This design comes from an exercise in tuning for small area, a short achievable clock period and few clock cycles on the open sky130 flow, not from production work.
In this exercise RTL edits were held to simulation tests only and were not proved equivalent to the original.

==> juniper <==
==> flow/design.v (excerpt) <==
module pac_raster (
    input  wire        clk,
    input  wire        rst,
    input  wire        cmd_valid,
    output wire        cmd_ready,
    input  wire [7:0]  cmd_op,
    input  wire [7:0]  cmd_v,
    input  wire [15:0] cmd_a,
    input  wire [15:0] cmd_b,
    input  wire [15:0] cmd_c,
    input  wire [15:0] cmd_d,
    input  wire [7:0]  rd_addr,
    output wire [7:0]  rd_data
);
make LEC_CHECK=0 CAP_MARGIN=20 CORE_MARGIN=2 CORE_UTILIZATION=30 SETUP_SLACK_MARGIN=4 SLEW_MARGIN=20 TNS_END_PERCENT=100 finish   # period 12.0 ns
run.sh (not shown) runs the stock make flow with config.mk's settings and CLKGATE_MAP_FILE= SYNTH_SCRIPT=/design/flow/synth_recipe.tcl, a recipe that flattens the netlist after the stock synthesis.
==> inputs of amber, as changes to juniper <==
--- a/flow/design.v
+++ b/flow/design.v
@@ -144,33 +144,24 @@
     wire [7:0] tp = add3(ue, Qe, qe, 1'b1);                   
     wire [7:0] t2 = add4(ue, Qe, qe, 8'd2);                   
     wire       la   = (w == ew);
     wire       lb   = (wn == ew);
     wire [5:0] aend = la ? eu : (cr ? s0[5:0] : sm[5:0]);
     wire [5:0] bst  = cr ? sp[5:0] : s0[5:0];
     wire [5:0] bend = lb ? eu : ((cr && cya) ? tp[5:0] : (cr || cya) ? t0[5:0] : tm[5:0]);
     wire [5:0] nu   = (cr && cya) ? t2[5:0] : (cr || cya) ? tp[5:0] : t0[5:0];
-    wire [7:0] Q0e = {2'b0, Q0};
-    wire [7:0] d_end = pfx(ue, Q0e, 1'b0);                    
-    wire [7:0] d_nu  = pfx(ue, Q0e, 1'b1);                    
-    wire [7:0] d_y   = add3(R0, {R0[6:0], 1'b0}, {7'd0, mM[0]}, 1'b0);
-    wire [7:0] d_y1  = pfx(d_y, ~m1, 1'b1);                   
-    wire [7:0] d_y2  = pfx(d_y, ~m2, 1'b1);                   
-    wire [7:0] d_r   = !d_y2[7] ? d_y2 : !d_y1[7] ? d_y1 : d_y;
-    wire       d_c   = !d_y2[7] ? 1'b1 : !d_y1[7] ? !d0[16] : 1'b0;
-    wire [5:0] a_end = div ? d_end[5:0] : aend;
     assign xmaj = xm;
     assign alo  = ij ? u : ~u;
-    assign ahi  = ij ? a_end : ~a_end;
+    assign ahi  = ij ? aend : ~aend;
     assign amn  = in_ ? w : ~w;
     assign blo  = ij ? bst : ~bst;
     assign bhi  = ij ? bend : ~bend;
     assign bmn  = in_ ? wn : ~wn;
-    assign bv   = !la && !div;
+    assign bv   = !la;
     assign last = la || lb;
     always @(posedge clk) begin
         if (load) begin
             xm  <= nxmaj;
             mM  <= nxmaj ? adx : {1'b0, ady};
             m1  <= nxmaj ? {3'b0, ady} : {3'b0, adx[4:0]};
             m2  <= nxmaj ? {2'b0, ady, 1'b0} : {2'b0, adx[4:0], 1'b0};
             m3  <= nxmaj ? {2'b0, ady, 1'b0} + {3'b0, ady} :
@@ -181,22 +172,19 @@
             eu  <= nij ? mj1 : ~mj1;
             w   <= nw;
             wn  <= nwn;
             ew  <= nin ? mn1 : ~mn1;
         end else if (div) begin
             q   <= {Q0[4:0], d0[16]};
             rm  <= d0[15:8];
             rmm <= d0[7:0];
-            u   <= d_nu[5:0];
-            w   <= wn;
-            wn  <= wn + 6'd1;
-            Qr  <= {Q0[4:0], d0[16]};
-            cr  <= d_c;
-            R   <= d_r;
+            Qr  <= Q0;
+            cr  <= 1'b1;
+            R   <= R0;
         end else begin
             u  <= nu;
             w  <= w + 6'd2;
             wn <= wn + 6'd2;
             Qr <= q;
             cr <= cyb;
             R  <= rn;
         end
@@ -255,19 +243,19 @@
     wire v2 = xs2 ? d_ge3 : d_ge2;
     assign pair   = !xs1 && d_ge1;
     assign nvalid = pair ? v2 : v1;
     assign x = cx;
     assign y = cy;
     always @(posedge clk) begin
         if (init) begin
             cx   <= r - 16'd1;
-            cy   <= 16'd3;
-            cd   <= {1'b0, r} - 17'd4;
-            cerr <= 19'd10 - {2'b0, r, 1'b0};
+            cy   <= 16'd2;
+            cd   <= {1'b0, r} - 17'd3;
+            cerr <= 19'd5 - {2'b0, r, 1'b0};
         end else if (step) begin
             if (pair) begin
                 cx   <= xs2 ? cx - 16'd1 : cx;
                 cy   <= cy + 16'd2;
                 cd   <= cd - (xs2 ? 17'd3 : 17'd2);
                 cerr <= xs2 ? e2x : e2a;
             end else begin
                 cx   <= xs1 ? cx - 16'd1 : cx;
@@ -387,33 +375,25 @@
     wire [4:0] ymy  = clamp_y(bmy[31:16]);
     wire [4:0] ypy1 = clamp_y(bpy[31:16]);
     wire [4:0] ymy1 = clamp_y(bmy[15:0]);
     wire is_circ  = (cmd_op == OP_CIRC) || (cmd_op == OP_CIRCF);
     wire c_draw   = idle ? (is_circ && cmd_c != 16'd0) :
                            (state == S_CIRC || state == S_CIRCF);
     wire c_outl   = idle ? (cmd_op == OP_CIRC) : (state == S_CIRC);
     wire c_pr     = idle ? (cmd_c > 16'd1) : c_pair;
-    wire c_tr     = idle && (cmd_c > 16'd2);
-    wire [31:0] ap2 = add2p(cmd_a, 16'd1);        
-    wire [31:0] am2 = add2p(cmd_a, 16'hfffe);     
-    wire [31:0] bp2 = add2p(cmd_b, 16'd1);
-    wire [31:0] bm2 = add2p(cmd_b, 16'hfffe);
-    wire [5:0] xp2 = clamp_x(ap2[31:16]), xm2 = clamp_x(am2[15:0]);
-    wire [4:0] yp2 = clamp_y(bp2[31:16]), ym2 = clamp_y(bm2[15:0]);
     reg        p1v, p2v;
-    reg [5:0]  c1l, c1h, c1q, c2l, c2h, c2m, c2n, c2q, c2s, c2u;
-    reg [4:0]  r1l, r1h, r1q, r1s, r1t, r1u, r2l, r2h, r2q;
-    reg        c1qv, r1qv, r1pv, r1uv, c2mv, c2qv, c2pv, c2uv, r2qv;
+    reg [5:0]  c1l, c1h, c1q, c2l, c2h, c2m, c2n, c2q, c2s;
+    reg [4:0]  r1l, r1h, r1q, r1s, r1t, r2l, r2h, r2q;
+    reg        c1qv, r1qv, r1pv, c2mv, c2qv, c2pv, r2qv;
     reg        wr_s;
     always @(*) begin
         p1v = 1'b0; p2v = 1'b0;
         c1l = ax;  c1h = ax;  c1q = xmx; c1qv = 1'b0;
         r1l = by;  r1h = by;  r1q = ymy; r1s = ypy1; r1t = ymy1; r1qv = 1'b0; r1pv = 1'b0;
-        r1u = ym2; r1uv = 1'b0; c2u = xm2; c2uv = 1'b0;
         c2l = ax;  c2h = ax;  c2m = xmy1; c2n = xpy1; c2mv = 1'b0;
         c2q = cx_; c2s = xmy1; c2qv = 1'b0; c2pv = 1'b0;
         r2l = by;  r2h = dy_; r2q = ymx; r2qv = 1'b0;
         wr_s = s;
         case (state)
             S_IDLE: begin
                 wr_s = s_cmd;
                 case (cmd_op)
@@ -435,17 +415,17 @@
                         p1v = 1'b1;
                         c1l = ax; c1h = cx_; r1l = by; r1h = dy_;
                     end
                     default: ;
                 endcase
                 p1v = p1v & accept;
                 p2v = p2v & accept;
             end
-            S_LDIV, S_LRUN: begin
+            S_LRUN: begin
                 p1v = 1'b1; p2v = l_bv;
                 if (l_xmaj) begin
                     c1l = l_alo; c1h = l_ahi; r1l = l_amn[4:0]; r1h = l_amn[4:0];
                     c2l = l_blo; c2h = l_bhi; r2l = l_bmn[4:0]; r2h = l_bmn[4:0];
                 end else begin
                     c1l = l_amn; c1h = l_amn; r1l = l_alo[4:0]; r1h = l_ahi[4:0];
                     c2l = l_bmn; c2h = l_bmn; r2l = l_blo[4:0]; r2h = l_bhi[4:0];
                 end
@@ -459,24 +439,16 @@
             if (c_outl) begin
                 c1l = xpx; c1h = xpx; c1qv = 1'b1;
                 c2l = xpy; c2h = xpy; c2q = xmy; c2qv = 1'b1;
                 c2m = xpy1; c2n = xpy1; c2mv = c_pr; c2pv = c_pr;
             end else begin
                 c1l = xmx; c1h = xpx;
                 c2l = xmy; c2h = xpy; c2mv = c_pr;
             end
-            if (c_tr) begin
-                r1q = yp2; r1u = ym2; r1uv = 1'b1;
-                if (c_outl) begin
-                    c2q = xp2; c2u = xm2; c2uv = 1'b1;
-                end else begin
-                    c2l = xm2; c2h = xp2; c2q = xpy; c2qv = 1'b1;
-                end
-            end
         end
         if (rst) begin
             p1v = 1'b0; p2v = 1'b0;
         end
     end
     function [63:0] rng64(input [5:0] p, input [5:0] q);
         reg [63:0] tp, tq;
         begin
@@ -490,21 +462,19 @@
         begin
             tp = {32{1'b1}} << p;
             tq = {32{1'b1}} << q;
             rng32 = (tp ^ tq) | (32'd1 << p) | (32'd1 << q);
         end
     endfunction
     wire [63:0] col1 = rng64(c1l, c1h) | ({64{c1qv}} & (64'd1 << c1q));
     wire [31:0] row1 = {32{p1v}} & (rng32(r1l, r1h) | ({32{r1qv}} & (32'd1 << r1q)) |
-                       ({32{r1pv}} & ((32'd1 << r1s) | (32'd1 << r1t))) |
-                       ({32{r1uv}} & (32'd1 << r1u)));
+                       ({32{r1pv}} & ((32'd1 << r1s) | (32'd1 << r1t))));
     wire [63:0] col2 = rng64(c2l, c2h) | ({64{c2mv}} & rng64(c2m, c2n)) |
-                       ({64{c2qv}} & (64'd1 << c2q)) | ({64{c2pv}} & (64'd1 << c2s)) |
-                       ({64{c2uv}} & (64'd1 << c2u));
+                       ({64{c2qv}} & (64'd1 << c2q)) | ({64{c2pv}} & (64'd1 << c2s));
     wire [31:0] row2 = {32{p2v}} & (rng32(r2l, r2h) | ({32{r2qv}} & (32'd1 << r2q)));
     pac_fb u_fb (
         .clk(clk), .col1(col1), .row1(row1), .col2(col2), .row2(row2),
         .s(wr_s), .rd_addr(rd_addr), .rd_data(rd_data)
     );
     assign cmd_ready = idle;
     always @(posedge clk) begin
         if (rst) begin
@@ -513,18 +483,18 @@
             case (state)
                 S_IDLE: begin
                     if (cmd_valid) begin
                         s <= s_cmd;
                         a <= cmd_a;
                         b <= cmd_b;
                         case (cmd_op)
                             OP_LINE:  if (!line_axis) state <= S_LDIV;
-                            OP_CIRC:  if (cmd_c > 16'd4) state <= S_CIRC;
-                            OP_CIRCF: if (cmd_c > 16'd4) state <= S_CIRCF;
+                            OP_CIRC:  if (cmd_c > 16'd2) state <= S_CIRC;
+                            OP_CIRCF: if (cmd_c > 16'd2) state <= S_CIRCF;
                             default: ;
                         endcase
                     end
                 end
                 S_LDIV: state <= S_LRUN;
                 S_LRUN: if (l_last) state <= S_IDLE;
                 S_CIRC, S_CIRCF: if (!c_nvalid) state <= S_IDLE;
                 default: state <= S_IDLE;
==> inputs of tundra, as changes to juniper <==
--- a/flow/design.v
+++ b/flow/design.v
@@ -144,33 +144,24 @@
     wire [7:0] tp = add3(ue, Qe, qe, 1'b1);                   
     wire [7:0] t2 = add4(ue, Qe, qe, 8'd2);                   
     wire       la   = (w == ew);
     wire       lb   = (wn == ew);
     wire [5:0] aend = la ? eu : (cr ? s0[5:0] : sm[5:0]);
     wire [5:0] bst  = cr ? sp[5:0] : s0[5:0];
     wire [5:0] bend = lb ? eu : ((cr && cya) ? tp[5:0] : (cr || cya) ? t0[5:0] : tm[5:0]);
     wire [5:0] nu   = (cr && cya) ? t2[5:0] : (cr || cya) ? tp[5:0] : t0[5:0];
-    wire [7:0] Q0e = {2'b0, Q0};
-    wire [7:0] d_end = pfx(ue, Q0e, 1'b0);                    
-    wire [7:0] d_nu  = pfx(ue, Q0e, 1'b1);                    
-    wire [7:0] d_y   = add3(R0, {R0[6:0], 1'b0}, {7'd0, mM[0]}, 1'b0);
-    wire [7:0] d_y1  = pfx(d_y, ~m1, 1'b1);                   
-    wire [7:0] d_y2  = pfx(d_y, ~m2, 1'b1);                   
-    wire [7:0] d_r   = !d_y2[7] ? d_y2 : !d_y1[7] ? d_y1 : d_y;
-    wire       d_c   = !d_y2[7] ? 1'b1 : !d_y1[7] ? !d0[16] : 1'b0;
-    wire [5:0] a_end = div ? d_end[5:0] : aend;
     assign xmaj = xm;
     assign alo  = ij ? u : ~u;
-    assign ahi  = ij ? a_end : ~a_end;
+    assign ahi  = ij ? aend : ~aend;
     assign amn  = in_ ? w : ~w;
     assign blo  = ij ? bst : ~bst;
     assign bhi  = ij ? bend : ~bend;
     assign bmn  = in_ ? wn : ~wn;
-    assign bv   = !la && !div;
+    assign bv   = !la;
     assign last = la || lb;
     always @(posedge clk) begin
         if (load) begin
             xm  <= nxmaj;
             mM  <= nxmaj ? adx : {1'b0, ady};
             m1  <= nxmaj ? {3'b0, ady} : {3'b0, adx[4:0]};
             m2  <= nxmaj ? {2'b0, ady, 1'b0} : {2'b0, adx[4:0], 1'b0};
             m3  <= nxmaj ? {2'b0, ady, 1'b0} + {3'b0, ady} :
@@ -181,22 +172,19 @@
             eu  <= nij ? mj1 : ~mj1;
             w   <= nw;
             wn  <= nwn;
             ew  <= nin ? mn1 : ~mn1;
         end else if (div) begin
             q   <= {Q0[4:0], d0[16]};
             rm  <= d0[15:8];
             rmm <= d0[7:0];
-            u   <= d_nu[5:0];
-            w   <= wn;
-            wn  <= wn + 6'd1;
-            Qr  <= {Q0[4:0], d0[16]};
-            cr  <= d_c;
-            R   <= d_r;
+            Qr  <= Q0;
+            cr  <= 1'b1;
+            R   <= R0;
         end else begin
             u  <= nu;
             w  <= w + 6'd2;
             wn <= wn + 6'd2;
             Qr <= q;
             cr <= cyb;
             R  <= rn;
         end
@@ -255,19 +243,19 @@
     wire v2 = xs2 ? d_ge3 : d_ge2;
     assign pair   = !xs1 && d_ge1;
     assign nvalid = pair ? v2 : v1;
     assign x = cx;
     assign y = cy;
     always @(posedge clk) begin
         if (init) begin
             cx   <= r - 16'd1;
-            cy   <= 16'd3;
-            cd   <= {1'b0, r} - 17'd4;
-            cerr <= 19'd10 - {2'b0, r, 1'b0};
+            cy   <= 16'd2;
+            cd   <= {1'b0, r} - 17'd3;
+            cerr <= 19'd5 - {2'b0, r, 1'b0};
         end else if (step) begin
             if (pair) begin
                 cx   <= xs2 ? cx - 16'd1 : cx;
                 cy   <= cy + 16'd2;
                 cd   <= cd - (xs2 ? 17'd3 : 17'd2);
                 cerr <= xs2 ? e2x : e2a;
             end else begin
                 cx   <= xs1 ? cx - 16'd1 : cx;
@@ -387,33 +375,25 @@
     wire [4:0] ymy  = clamp_y(bmy[31:16]);
     wire [4:0] ypy1 = clamp_y(bpy[31:16]);
     wire [4:0] ymy1 = clamp_y(bmy[15:0]);
     wire is_circ  = (cmd_op == OP_CIRC) || (cmd_op == OP_CIRCF);
     wire c_draw   = idle ? (is_circ && cmd_c != 16'd0) :
                            (state == S_CIRC || state == S_CIRCF);
     wire c_outl   = idle ? (cmd_op == OP_CIRC) : (state == S_CIRC);
     wire c_pr     = idle ? (cmd_c > 16'd1) : c_pair;
-    wire c_tr     = idle && (cmd_c > 16'd2);
-    wire [31:0] ap2 = add2p(cmd_a, 16'd1);        
-    wire [31:0] am2 = add2p(cmd_a, 16'hfffe);     
-    wire [31:0] bp2 = add2p(cmd_b, 16'd1);
-    wire [31:0] bm2 = add2p(cmd_b, 16'hfffe);
-    wire [5:0] xp2 = clamp_x(ap2[31:16]), xm2 = clamp_x(am2[15:0]);
-    wire [4:0] yp2 = clamp_y(bp2[31:16]), ym2 = clamp_y(bm2[15:0]);
     reg        p1v, p2v;
-    reg [5:0]  c1l, c1h, c1q, c2l, c2h, c2m, c2n, c2q, c2s, c2u;
-    reg [4:0]  r1l, r1h, r1q, r1s, r1t, r1u, r2l, r2h, r2q;
-    reg        c1qv, r1qv, r1pv, r1uv, c2mv, c2qv, c2pv, c2uv, r2qv;
+    reg [5:0]  c1l, c1h, c1q, c2l, c2h, c2m, c2n, c2q, c2s;
+    reg [4:0]  r1l, r1h, r1q, r1s, r1t, r2l, r2h, r2q;
+    reg        c1qv, r1qv, r1pv, c2mv, c2qv, c2pv, r2qv;
     reg        wr_s;
     always @(*) begin
         p1v = 1'b0; p2v = 1'b0;
         c1l = ax;  c1h = ax;  c1q = xmx; c1qv = 1'b0;
         r1l = by;  r1h = by;  r1q = ymy; r1s = ypy1; r1t = ymy1; r1qv = 1'b0; r1pv = 1'b0;
-        r1u = ym2; r1uv = 1'b0; c2u = xm2; c2uv = 1'b0;
         c2l = ax;  c2h = ax;  c2m = xmy1; c2n = xpy1; c2mv = 1'b0;
         c2q = cx_; c2s = xmy1; c2qv = 1'b0; c2pv = 1'b0;
         r2l = by;  r2h = dy_; r2q = ymx; r2qv = 1'b0;
         wr_s = s;
         case (state)
             S_IDLE: begin
                 wr_s = s_cmd;
                 case (cmd_op)
@@ -435,17 +415,17 @@
                         p1v = 1'b1;
                         c1l = ax; c1h = cx_; r1l = by; r1h = dy_;
                     end
                     default: ;
                 endcase
                 p1v = p1v & accept;
                 p2v = p2v & accept;
             end
-            S_LDIV, S_LRUN: begin
+            S_LRUN: begin
                 p1v = 1'b1; p2v = l_bv;
                 if (l_xmaj) begin
                     c1l = l_alo; c1h = l_ahi; r1l = l_amn[4:0]; r1h = l_amn[4:0];
                     c2l = l_blo; c2h = l_bhi; r2l = l_bmn[4:0]; r2h = l_bmn[4:0];
                 end else begin
                     c1l = l_amn; c1h = l_amn; r1l = l_alo[4:0]; r1h = l_ahi[4:0];
                     c2l = l_bmn; c2h = l_bmn; r2l = l_blo[4:0]; r2h = l_bhi[4:0];
                 end
@@ -459,24 +439,16 @@
             if (c_outl) begin
                 c1l = xpx; c1h = xpx; c1qv = 1'b1;
                 c2l = xpy; c2h = xpy; c2q = xmy; c2qv = 1'b1;
                 c2m = xpy1; c2n = xpy1; c2mv = c_pr; c2pv = c_pr;
             end else begin
                 c1l = xmx; c1h = xpx;
                 c2l = xmy; c2h = xpy; c2mv = c_pr;
             end
-            if (c_tr) begin
-                r1q = yp2; r1u = ym2; r1uv = 1'b1;
-                if (c_outl) begin
-                    c2q = xp2; c2u = xm2; c2uv = 1'b1;
-                end else begin
-                    c2l = xm2; c2h = xp2; c2q = xpy; c2qv = 1'b1;
-                end
-            end
         end
         if (rst) begin
             p1v = 1'b0; p2v = 1'b0;
         end
     end
     function [63:0] rng64(input [5:0] p, input [5:0] q);
         reg [63:0] tp, tq;
         begin
@@ -490,21 +462,19 @@
         begin
             tp = {32{1'b1}} << p;
             tq = {32{1'b1}} << q;
             rng32 = (tp ^ tq) | (32'd1 << p) | (32'd1 << q);
         end
     endfunction
     wire [63:0] col1 = rng64(c1l, c1h) | ({64{c1qv}} & (64'd1 << c1q));
     wire [31:0] row1 = {32{p1v}} & (rng32(r1l, r1h) | ({32{r1qv}} & (32'd1 << r1q)) |
-                       ({32{r1pv}} & ((32'd1 << r1s) | (32'd1 << r1t))) |
-                       ({32{r1uv}} & (32'd1 << r1u)));
+                       ({32{r1pv}} & ((32'd1 << r1s) | (32'd1 << r1t))));
     wire [63:0] col2 = rng64(c2l, c2h) | ({64{c2mv}} & rng64(c2m, c2n)) |
-                       ({64{c2qv}} & (64'd1 << c2q)) | ({64{c2pv}} & (64'd1 << c2s)) |
-                       ({64{c2uv}} & (64'd1 << c2u));
+                       ({64{c2qv}} & (64'd1 << c2q)) | ({64{c2pv}} & (64'd1 << c2s));
     wire [31:0] row2 = {32{p2v}} & (rng32(r2l, r2h) | ({32{r2qv}} & (32'd1 << r2q)));
     pac_fb u_fb (
         .clk(clk), .col1(col1), .row1(row1), .col2(col2), .row2(row2),
         .s(wr_s), .rd_addr(rd_addr), .rd_data(rd_data)
     );
     assign cmd_ready = idle;
     always @(posedge clk) begin
         if (rst) begin
@@ -513,18 +483,18 @@
             case (state)
                 S_IDLE: begin
                     if (cmd_valid) begin
                         s <= s_cmd;
                         a <= cmd_a;
                         b <= cmd_b;
                         case (cmd_op)
                             OP_LINE:  if (!line_axis) state <= S_LDIV;
-                            OP_CIRC:  if (cmd_c > 16'd4) state <= S_CIRC;
-                            OP_CIRCF: if (cmd_c > 16'd4) state <= S_CIRCF;
+                            OP_CIRC:  if (cmd_c > 16'd2) state <= S_CIRC;
+                            OP_CIRCF: if (cmd_c > 16'd2) state <= S_CIRCF;
                             default: ;
                         endcase
                     end
                 end
                 S_LDIV: state <= S_LRUN;
                 S_LRUN: if (l_last) state <= S_IDLE;
                 S_CIRC, S_CIRCF: if (!c_nvalid) state <= S_IDLE;
                 default: state <= S_IDLE;
- SETUP_SLACK_MARGIN: 4 -> unset
- TNS_END_PERCENT: 100 -> unset
==> comparison table <==
                                                      tundra       amber       juniper
Share of cells above drive strength 1                   14.7%       16.9%         18.4%
Crit share post-route                                   80.4%       68.3%         70.4%
Initial antenna violation count                            33          42            42
Simple-gate area share of the yosys netlist             8.00%       8.00%         8.27%
Least setup slack across all paths after layout       2350 ps     3810 ps       3550 ps
Mux contribution to synthesized area                    12.2%       12.2%         12.1%
Post-Route WL                                          594 mm      610 mm        606 mm
Area growth from synthesis to layout                    10.9%       13.6%         14.9%
Post-synth top area share                               45.6%       45.6%         44.7%
Number of cells on the worst reg-to-reg path               36          22            39
Critical R2R Launch                              u_line.m1[1]    state[2]  u_line.m1[0]
RSZ-0062 raised after global routing                       no         yes           yes
Initial core utilization                                30.1%       30.1%         30.1%
Met1 Usage GRT                                          30.5%       31.1%         30.8%
Area occupied by registers                         71200 um^2  71200 um^2    70800 um^2
Wire length of the first global-routing pass           845 mm      860 mm        860 mm
Number of multi-input logic gates                        8578        8578          8900
Run status                           timing/DRC/antenna clean  timing/DRC/antenna clean  timing/DRC/antenna clean
Testbench counts of juniper, summed over its fixed seeds: cycles 5,370.
Testbench counts of amber, summed over its fixed seeds: cycles 5,699.
Testbench counts of tundra, summed over its fixed seeds: cycles 5,699.

==> static timing again, ports no longer ideal <==
The flow's constraints put no driver on any port. The routed layouts listed below were extracted and timed again, unchanged, in two steps. Step 1 assumes that a clkbuf_16 drives the clock port and a buf_2 every other input. Step 2 times the ports against the registers' clock, not the clock port: input delays grow and output delays shrink by t, the midpoint of the rising clock arrivals with the driver on. Three values: ideal, step 1, step 2; two values: the first two.
| run | shift t [ns] | slack for setup (ns) | worst setup path after step 2 |
|---|---|---|---|
| juniper | 1.080 | 3.550 / 3.177 / 3.054 | input to register |
| amber | 1.040 | 3.810 / 3.208 / 3.071 | input to register |
| tundra | 1.027 | 2.349 / 2.281 / 1.460 | input to register |
After both steps setup and hold are still met in every run listed. For tundra, which loses most, drivers alone change the setup slack by -0.068 ns; drivers and shift together by -0.889 ns.
